What follows belongs to an exercise in optimizing a design on an open flow for small area, a short achievable clock period and few clock cycles per item; a production flow would make more cautious choices. In this exercise RTL edits were held to simulation tests only and were not proved equivalent to the original.

## flow/design.v (module list and top-level ports; edited modules follow where they fit)
// module himg_qmap: 1463 lines
module himg_qmap (
    input  wire        clk,
    input  wire        rst,         
    input  wire        in_valid,
    output wire        in_ready,
    input  wire [1:0]  in_op,
    input  wire [15:0] in_data,
    output wire        out_valid,
    input  wire        out_ready,
    output wire [15:0] out_data
);
  // ...
==> flow/run.sh <==
#!/bin/bash
# synth_recipe.tcl (not shown) runs the flow's synth.tcl, then flattens the netlist and writes it again
# the make line also repeats each setting of config.mk as NAME=value (left out here)
make -C /OpenROAD-flow-scripts/flow DESIGN_CONFIG=/design/flow/config.mk WORK_HOME=/design/flow/orfs CLKGATE_MAP_FILE= SYNTH_SCRIPT=/design/flow/synth_recipe.tcl finish
==> flow/config.mk <==
export PLATFORM = sky130hd
export DESIGN_NAME = himg_qmap
export DESIGN_NICKNAME = himg_qmap
export VERILOG_FILES = /design/flow/design.v
export SDC_FILE = /design/flow/constraint.sdc
export NUM_CORES = 4
export LEC_CHECK = 0
export ABC_AREA = 1
export CAP_MARGIN = 20
export CORE_MARGIN = 2
export CORE_UTILIZATION = 55
export PLACE_DENSITY = 0.65
export SLEW_MARGIN = 20
==> flow/constraint.sdc <==
create_clock -name core_clock -period 14.0 [get_ports {clk}]
set_input_delay 2.8000 -clock core_clock [delete_from_list [all_inputs] [get_ports {clk}]]
set_output_delay 2.8000 -clock core_clock [all_outputs]
set_load 0.01 [all_outputs]
==> flow_summary.json, run 1 <==
{
  "hold_start": "p14_top",
  "wirelength_um": 153500,
  "fin_hold_ws_ns": 0.4135,
  "routed-via-count": 45379,
  "seq_cells": 735,
  "drtPass1Iterations": 7,
  "n_all_inverters": 1170,
  "antenna_found_initial": 1,
  "netlist_instances": 6726,
  "cts_hold_buf": 0,
  "cp.arrival_ns": 4.94,
  "hold_violations": 0,
  "start_util": 0.5524,
  "hold_path.class": "reg -> reg",
  "nClkBuffers": 93,
  "gr-usage-met2": 0.5073,
  "multi_input_gates": 4683,
  "drtIter0Drc": 3563,
  "track_usage": 0.2903,
  "skew_ns": 0.02826,
  "outcome": "complete, no violations",
  "r2r_end": "p4_R[15]",
  "synth_fa_ha_area_frac": 0.1979,
  "path_depth": 19,
  "path_delay_family": "adder cells",
  "critical-path-max-stage-delay_ns": 0.67,
  "worstHoldPathCells": 0,
  "layout_commonest_cell": "nand2_1",
  "overflow": 0,
  "synth_top_family_by_area": "adder cells",
  "synth_ff_type": "edfxtp_1",
  "path_cells": "nand2_1 -> inv_1 -> fa_1 -> inv_1 -> fa_1 -> fa_1 -> inv_1 -> ha_1 -> nand2_1 -> nor3_1 -> nand3_1 -> nand3_1 -> nand2_1 -> o21ai_0 -> nand3_1 -> nand2_1 -> nand2_1 -> nand2_1 -> o221ai_1",
  "grt_busiest_layer": "met2"
}
Testbench counts, summed over its fixed seeds: cycles 3,568, items 3,072.
==> run 2, diff against run 1 <==
--- a/flow/config.mk
+++ b/flow/config.mk
@@ -8,6 +8,6 @@
 export ABC_AREA = 1
 export CAP_MARGIN = 20
 export CORE_MARGIN = 2
-export CORE_UTILIZATION = 55
-export PLACE_DENSITY = 0.65
+export CORE_UTILIZATION = 65
+export PLACE_DENSITY = 0.75
 export SLEW_MARGIN = 20
==> run 2 against run 1 <==
- sequential cell count unchanged
- sequential share of layout area is 0.31 points higher
- still clean on timing, DRC and antenna
- synthesized cell count is the same
==> flow_summary.json, run 2 <==
{
  "outcome": "complete, no violations",
  "fin_setup_tns_ns": 0,
  "clock_latency_ns": 0.66,
  "finalSetupViolCount": 0,
  "critPathKind": "reg -> reg",
  "synth_area_leader_cell": "edfxtp_1",
  "cts_hold_buf": 0,
  "post-dp-hpwl_um": 118300,
  "ys_seq_elements": 735,
  "async_flop_share": 0,
  "cts_tree": "yes",
  "cts_buffers": 81,
  "layout_common_cells": "1396 x nand2_1, 1150 x inv_1, 650 x edfxtp_1, 564 x ha_1, 489 x o21ai_0",
  "max_freq_ghz": 0.2182,
  "grt_pass1_vias": 45347,
  "slew_headroom": 0.2622,
  "clk_pin_slew_ns": 0.06,
  "synth_most_common_cell": "nand2_1",
  "clkSinkCount": 735,
  "startpoint_type": "register",
  "synth_ff_type": "edfxtp_1",
  "wl_per_cell_um": 19.28,
  "yosysSeqAreaShare": 0.3722,
  "grt_pass1_wl_um": 243100,
  "cap_viol_max_count": 0,
  "drtPass1Iterations": 6,
  "drive_above_1_share": 0.03453,
  "ys_top_cells_by_count": "1396 x nand2_1, 1156 x inv_1, 650 x edfxtp_1, 564 x ha_1, 490 x o21ai_0",
  "cp.arrival_ns": 4.95,
  "cts_resized": 0,
  "grt_start_max_net_pins": 77,
  "area_growth_pct": 7.346,
  "synth_area_leaders": "edfxtp_1 34%, ha_1 12%, nand2_1 9.2%",
  "netlist_area_mm2": 0.05701,
  "synth.top_cell.area_share": 0.3424,
  "port_buffers": 39,
  "die_area_mm2": 0.09009,
  "cp-end-kind": "register",
  "skew_ns": 0.03034,
  "synth.distinct_cells": 64,
  "final_antenna_net_count": 0,
  "maxSlewViolCount": 0,
  "syn_nets": 7523,
  "clockBufferDepth": 3,
  "routabilityCongestion": 0.9918,
  "layout_commonest_cell": "nand2_1",
  "fin_hold_ws_ns": 0.4127,
  "die_h_um": 300.2,
  "synth.avg_cell_area_um2": 8.476,
  "routed-via-count": 46508,
  "nets": 7539,
  "cp_max_fo": 16,
  "overflow": 0,
  "antenna_found_initial": 3,
  "hold_violations": 0,
  "cts_root_buf": "clkbuf_16",
  "coreArea_mm2": 0.08689,
  "ios": 40,
  "drtIter0Drc": 4100,
  "via_per_inst": 5.841,
  "synth_edf_count": 650,
  "hold_path.class": "reg -> reg",
  "postCtsSetupBuffers": 0,
  "final_period_minus_worst_setup_slack_ns": 4.583,
  "rsz0062_at_grt": "false",
  "synth.yosys.warnings": 1,
  "netlist_instances": 6726,
  "post-route-period-util": 0.3274,
  "tightestPinTransition_ns": 1.107,
  "wirelength_um": 153500,
  "track_usage": 0.3449,
  "cp.required_ns": 14.36,
  "drc": 0,
  "htreeDepth": 3,
  "start_util": 0.6561,
  "rows": 108,
  "die_w_um": 300.2
}
==> run 2: cell counts after synthesis <==
Identical to the previous run, type by type.
==> run 2: final timing paths <==
path | end | cells past startpoint | slack [ns] | startpoint
worst min register to register | p11_q[3] | 0 | 0.41 | p10_q[2]
worst max register to register | p4_R[15] | 19 | 9.42 | p3_R[0]
worst max-delay path | p4_R[15] | 19 | 9.42 | p3_R[0]
worst min-delay path | p11_q[3] | 0 | 0.41 | p10_q[2]
==> run 2: critical path: stages (launching register included) <==
cell,delay (ns)
edfxtp_1,0.63
nand2_1,0.17
inv_1,0.07
fa_1,0.54
inv_1,0.07
fa_1,0.53
fa_1,0.55
inv_1,0.05
ha_1,0.34
nand2_1,0.09
nor3_1,0.22
nand3_1,0.11
nand3_1,0.11
nand2_1,0.08
o21ai_0,0.31
nand3_1,0.12
nand2_1,0.10
nand2_1,0.05
nand2_1,0.06
o221ai_1,0.10
==> run 2: logic make-up (layout without fill, tap and decap cells) <==
kind of cell | after synthesis | after routing | share of synthesized area
AND/OR/NAND/NOR | 2317 | 2317 | 0.1680
adder cells (fa/ha/maj) | 775 | 775 | 0.1979
other | 2 | 3 | 0.0001317
XOR/XNOR | 339 | 339 | 0.05221
AO/OA/AOI/OAI | 1243 | 1243 | 0.1214
buffers and inverters | 1308 | 1388 | 0.08689
multiplexers | 7 | 7 | 0.001229
flip-flops | 735 | 735 | 0.3722
==> run 2: metrics by stage <==
| step | util | std cells | cell area [µm²] | setup slack [ns] |
|---|---|---|---|---|
| finish | 0.7043 | 7962 | 61200 | 9.417 |
| global route | 0.7043 | 7961 | 61190 | 9.025 |
| CTS | 0.7043 | 7961 | 61190 | 9.463 |
| detailed placement | 0.6738 | 7814 | 58540 | 9.178 |
| global placement | 0.6737 | 7814 | 58540 | 9.219 |
| floorplan | - | 6726 | 57010 | 9.775 |
==> run 2: metal layers <==
metal	part of all wire	track usage	up-vias
li1	-	-	22409
met1	0.40	0.4321	21895
met2	0.47	0.5800	1772
met3	0.072	0.04798	426
met4	0.059	0.1875	6
met5	0.00037	0	-
==> run 2: cell type report <==
type / count / area [µm²]
multi-input cells: 4683 / 30840
fillers: 6833 / 25690
flip-flops and latches: 735 / 21220
inverters: 1170 / 4403
clock buffers: 99 / 2177
well taps: 1155 / 1445
repair buffers: 71 / 630.6
clock inverters: 48 / 475.5
diodes: 1 / 2.502
==> run 3, diff against run 2 <==
--- a/flow/config.mk
+++ b/flow/config.mk
@@ -8,6 +8,6 @@
 export ABC_AREA = 1
 export CAP_MARGIN = 20
 export CORE_MARGIN = 2
-export CORE_UTILIZATION = 65
-export PLACE_DENSITY = 0.75
+export CORE_UTILIZATION = 45
+export PLACE_DENSITY = 0.6
 export SLEW_MARGIN = 20
==> run 3 against run 2 <==
- still clean
- fmax fell by 1.0%
- clock skew rose by 0.0095 ns
- clock-buffer cell count fell by 1
- synthesized area did not move
- sequential cell count did not move
- non-clock buffer count fell by 1
- via count fell by 3.4%
- final area rose by 1.5%
- register-to-register slack got worse by 0.05 ns
==> flow_summary.json, run 3 <==
{
  "tightestPinTransition_ns": 1.126,
  "via_per_inst": 5.308,
  "post-route-period-util": 0.3307,
  "final_antenna_net_count": 0,
  "max_freq_ghz": 0.2160,
  "netlist_instances": 6726,
  "crit_start": "s0_d[1]",
  "die_h_um": 359.9,
  "die_w_um": 359.9,
  "overflow": 0,
  "clkSinkCount": 735,
  "synth_edf_count": 650,
  "worstRegToRegCells": 15,
  "cap_viol_max_count": 0,
  "synth.yosys.warnings": 1,
  "hold_path.class": "reg -> reg",
  "clockBufferDepth": 3,
  "post-dp-hpwl_um": 116000,
  "layout_commonest_cell": "nand2_1",
  "netlist_area_mm2": 0.05701,
  "cp.required_ns": 14.41,
  "synth_ff_type": "edfxtp_1",
  "fill_cells": 12027,
  "postLayoutSetupSlackWorst_ns": 9.370,
  "nets": 7543,
  "synth_most_common_cell": "nand2_1",
  "critPathKind": "reg -> reg",
  "grt_pass1_vias": 44238,
  "synth.top_cell.area_share": 0.3424,
  "place_ws_ns": 9.175,
  "fin_setup_tns_ns": 0,
  "yosysSeqAreaShare": 0.3722,
  "cts_buffers": 86,
  "synth_area_leaders": "edfxtp_1 34%, ha_1 12%, nand2_1 9.2%",
  "startpoint_type": "register",
  "rsz0062_at_grt": "false",
  "die_area_mm2": 0.1296,
  "ios": 40,
  "final_period_minus_worst_setup_slack_ns": 4.630,
  "ys_top_cells_by_count": "1396 x nand2_1, 1156 x inv_1, 650 x edfxtp_1, 564 x ha_1, 490 x o21ai_0",
  "ys_seq_elements": 735,
  "finalSetupViolCount": 0,
  "outcome": "complete, no violations",
  "synth.distinct_cells": 64,
  "reg2reg_slack_ns": 9.37,
  "coreArea_mm2": 0.1257,
  "synth_area_leader_cell": "edfxtp_1",
  "skew_ns": 0.03983,
  "grt_pass1_wl_um": 238500,
  "cp_max_fo": 14,
  "layout_common_cells": "1396 x nand2_1, 1150 x inv_1, 650 x edfxtp_1, 564 x ha_1, 490 x o21ai_0",
  "cp-end-kind": "register",
  "port_buffers": 39,
  "start_util": 0.4534,
  "cts_tree": "yes",
  "diodes": 0,
  "wl_per_cell_um": 17.66,
  "postCtsSetupBuffers": 0,
  "cts_root_buf": "clkbuf_16",
  "antenna_found_initial": 2,
  "endpoint": "p1_R[12]",
  "drive_above_1_share": 0.03623,
  "cts_hold_buf": 0,
  "routabilityCongestion": 0.9108,
  "grt_start_max_net_pins": 86,
  "slew_headroom": 0.2414,
  "synth.avg_cell_area_um2": 8.476,
  "clk_pin_slew_ns": 0.06,
  "cp.arrival_ns": 5.04,
  "cts_resized": 0,
  "drtIter0Drc": 3340,
  "area_growth_pct": 8.970,
  "drtPass1Iterations": 6,
  "routed-via-count": 44945,
  "maxSlewViolCount": 0,
  "clock_latency_ns": 0.69,
  "track_usage": 0.2308,
  "rr_startpoint": "s0_d[1]",
  "fin_util": 0.4941,
  "worstHoldPathCells": 0,
  "wirelength_um": 149600,
  "syn_nets": 7523,
  "hold_violations": 0,
  "r2r_end": "p1_R[12]",
  "drc": 0,
  "rows": 130,
  "htreeDepth": 3,
  "async_flop_share": 0
}
-- run 3: cell counts after synthesis --
No cell type changed its count.
-- run 3: logic make-up after synthesis --
kind of cell / share of synthesized area
muxes: 0.001229
AOI/OAI and AO/OA: 0.1214
xor gates and xnor gates: 0.05221
other: 0.0001317
DFF: 0.3722
and+or+nand+nor: 0.1680
buffers and inverters: 0.08689
adders and majority gates: 0.1979
-- run 3: metal layers --
layer / up-vias / wire length [µm] / share of wire / track usage
li1: 22416 / - / - / -
met1: 21219 / 65560 / 0.44 / 0.2961
met2: 1073 / 72640 / 0.49 / 0.4044
met3: 237 / 6685 / 0.045 / 0.02885
met4: 0 / 4691 / 0.031 / 0.07151
met5: - / 0 / 0 / 0
-- run 3: worst min-delay path by stage --
stage / endpoint / startpoint
after floorplan: p10_R[0] / p9_R[0]
after global placement: p14_i[1] / p13_i
after detailed placement: p10_k[1] / p9_k[1]
after CTS: p5_R[5] / p4_R[5]
after global routing: p9_q[2] / p8_q[1]
final: p11_k[1] / p10_k[1]
-- run 3: stage by stage --
| stage | instance area [µm²] | hold slack, ns | instances |
|---|---|---|---|
| 3_3_place_gp | 59150 | 0.4001 | 8308 |
| 4_1_cts | 62120 | 0.4024 | 8468 |
| 2_1_floorplan | 57010 | 0.4003 | 6726 |
| 6_report | 62120 | 0.4133 | 8468 |
| 5_1_grt | 62120 | 0.4204 | 8468 |
| 3_5_place_dp | 59150 | 0.4045 | 8308 |
-- run 3: final cells by class --
class	count	area, µm²	area share
inverters	1170	4403	0.07087
clock buffers	98	2250	0.03621
well taps	1650	2064	0.03323
clock inverters	62	720.7	0.01160
repair buffers	70	626.9	0.01009
multi-input cells	4683	30840	0.4964
flip-flops and latches	735	21220	0.3416
-- run 3: worst max-delay path: stages, from the launching register on --
cell	delay, ns
edfxtp_1	0.81
nand2_1	0.11
inv_1	0.13
ha_1	0.23
inv_1	0.07
fa_1	0.46
fa_1	0.56
inv_1	0.05
fa_1	0.44
ha_1	0.36
nand2_1	0.07
o21a_1	0.21
o21ai_0	0.41
nand3_1	0.16
a21boi_0	0.18
o21ai_0	0.11

==> port drivers added, routing unchanged <==
The results above use ideal ports. As a check the final layouts listed here were re-extracted and re-timed, cells and wires unchanged.
Step 1 (the two cells are an assumption about what drives the block):
set clk [get_ports {clk}]
set_driving_cell -lib_cell sky130_fd_sc_hd__clkbuf_16 $clk
set_driving_cell -lib_cell sky130_fd_sc_hd__buf_2 [delete_from_list [all_inputs] $clk]
Step 2 also shifts input and output timing later by t, the mid clock arrival at the registers, as if the neighbouring blocks saw the same clock.
a / b / c = ideal ports / drivers / drivers and shift; a / b = the first two.
| run | shift t [ns] | setup slack, ns | worst hold slack (ns) |
|---|---|---|---|
| run 1 | 0.727 | 9.458 / 9.387 / 9.458 | 0.413 / 0.413 / 0.413 |
| run 2 | 0.713 | 9.417 / 9.417 / 9.118 | 0.413 / 0.413 / 0.413 |
| run 3 | 0.748 | 9.370 / 9.326 / 9.119 | 0.413 / 0.413 / 0.413 |
After both steps setup and hold are still met in every run listed. For run 2, which loses most, drivers alone change the setup slack by 0.000 ns; drivers and shift together by -0.299 ns.
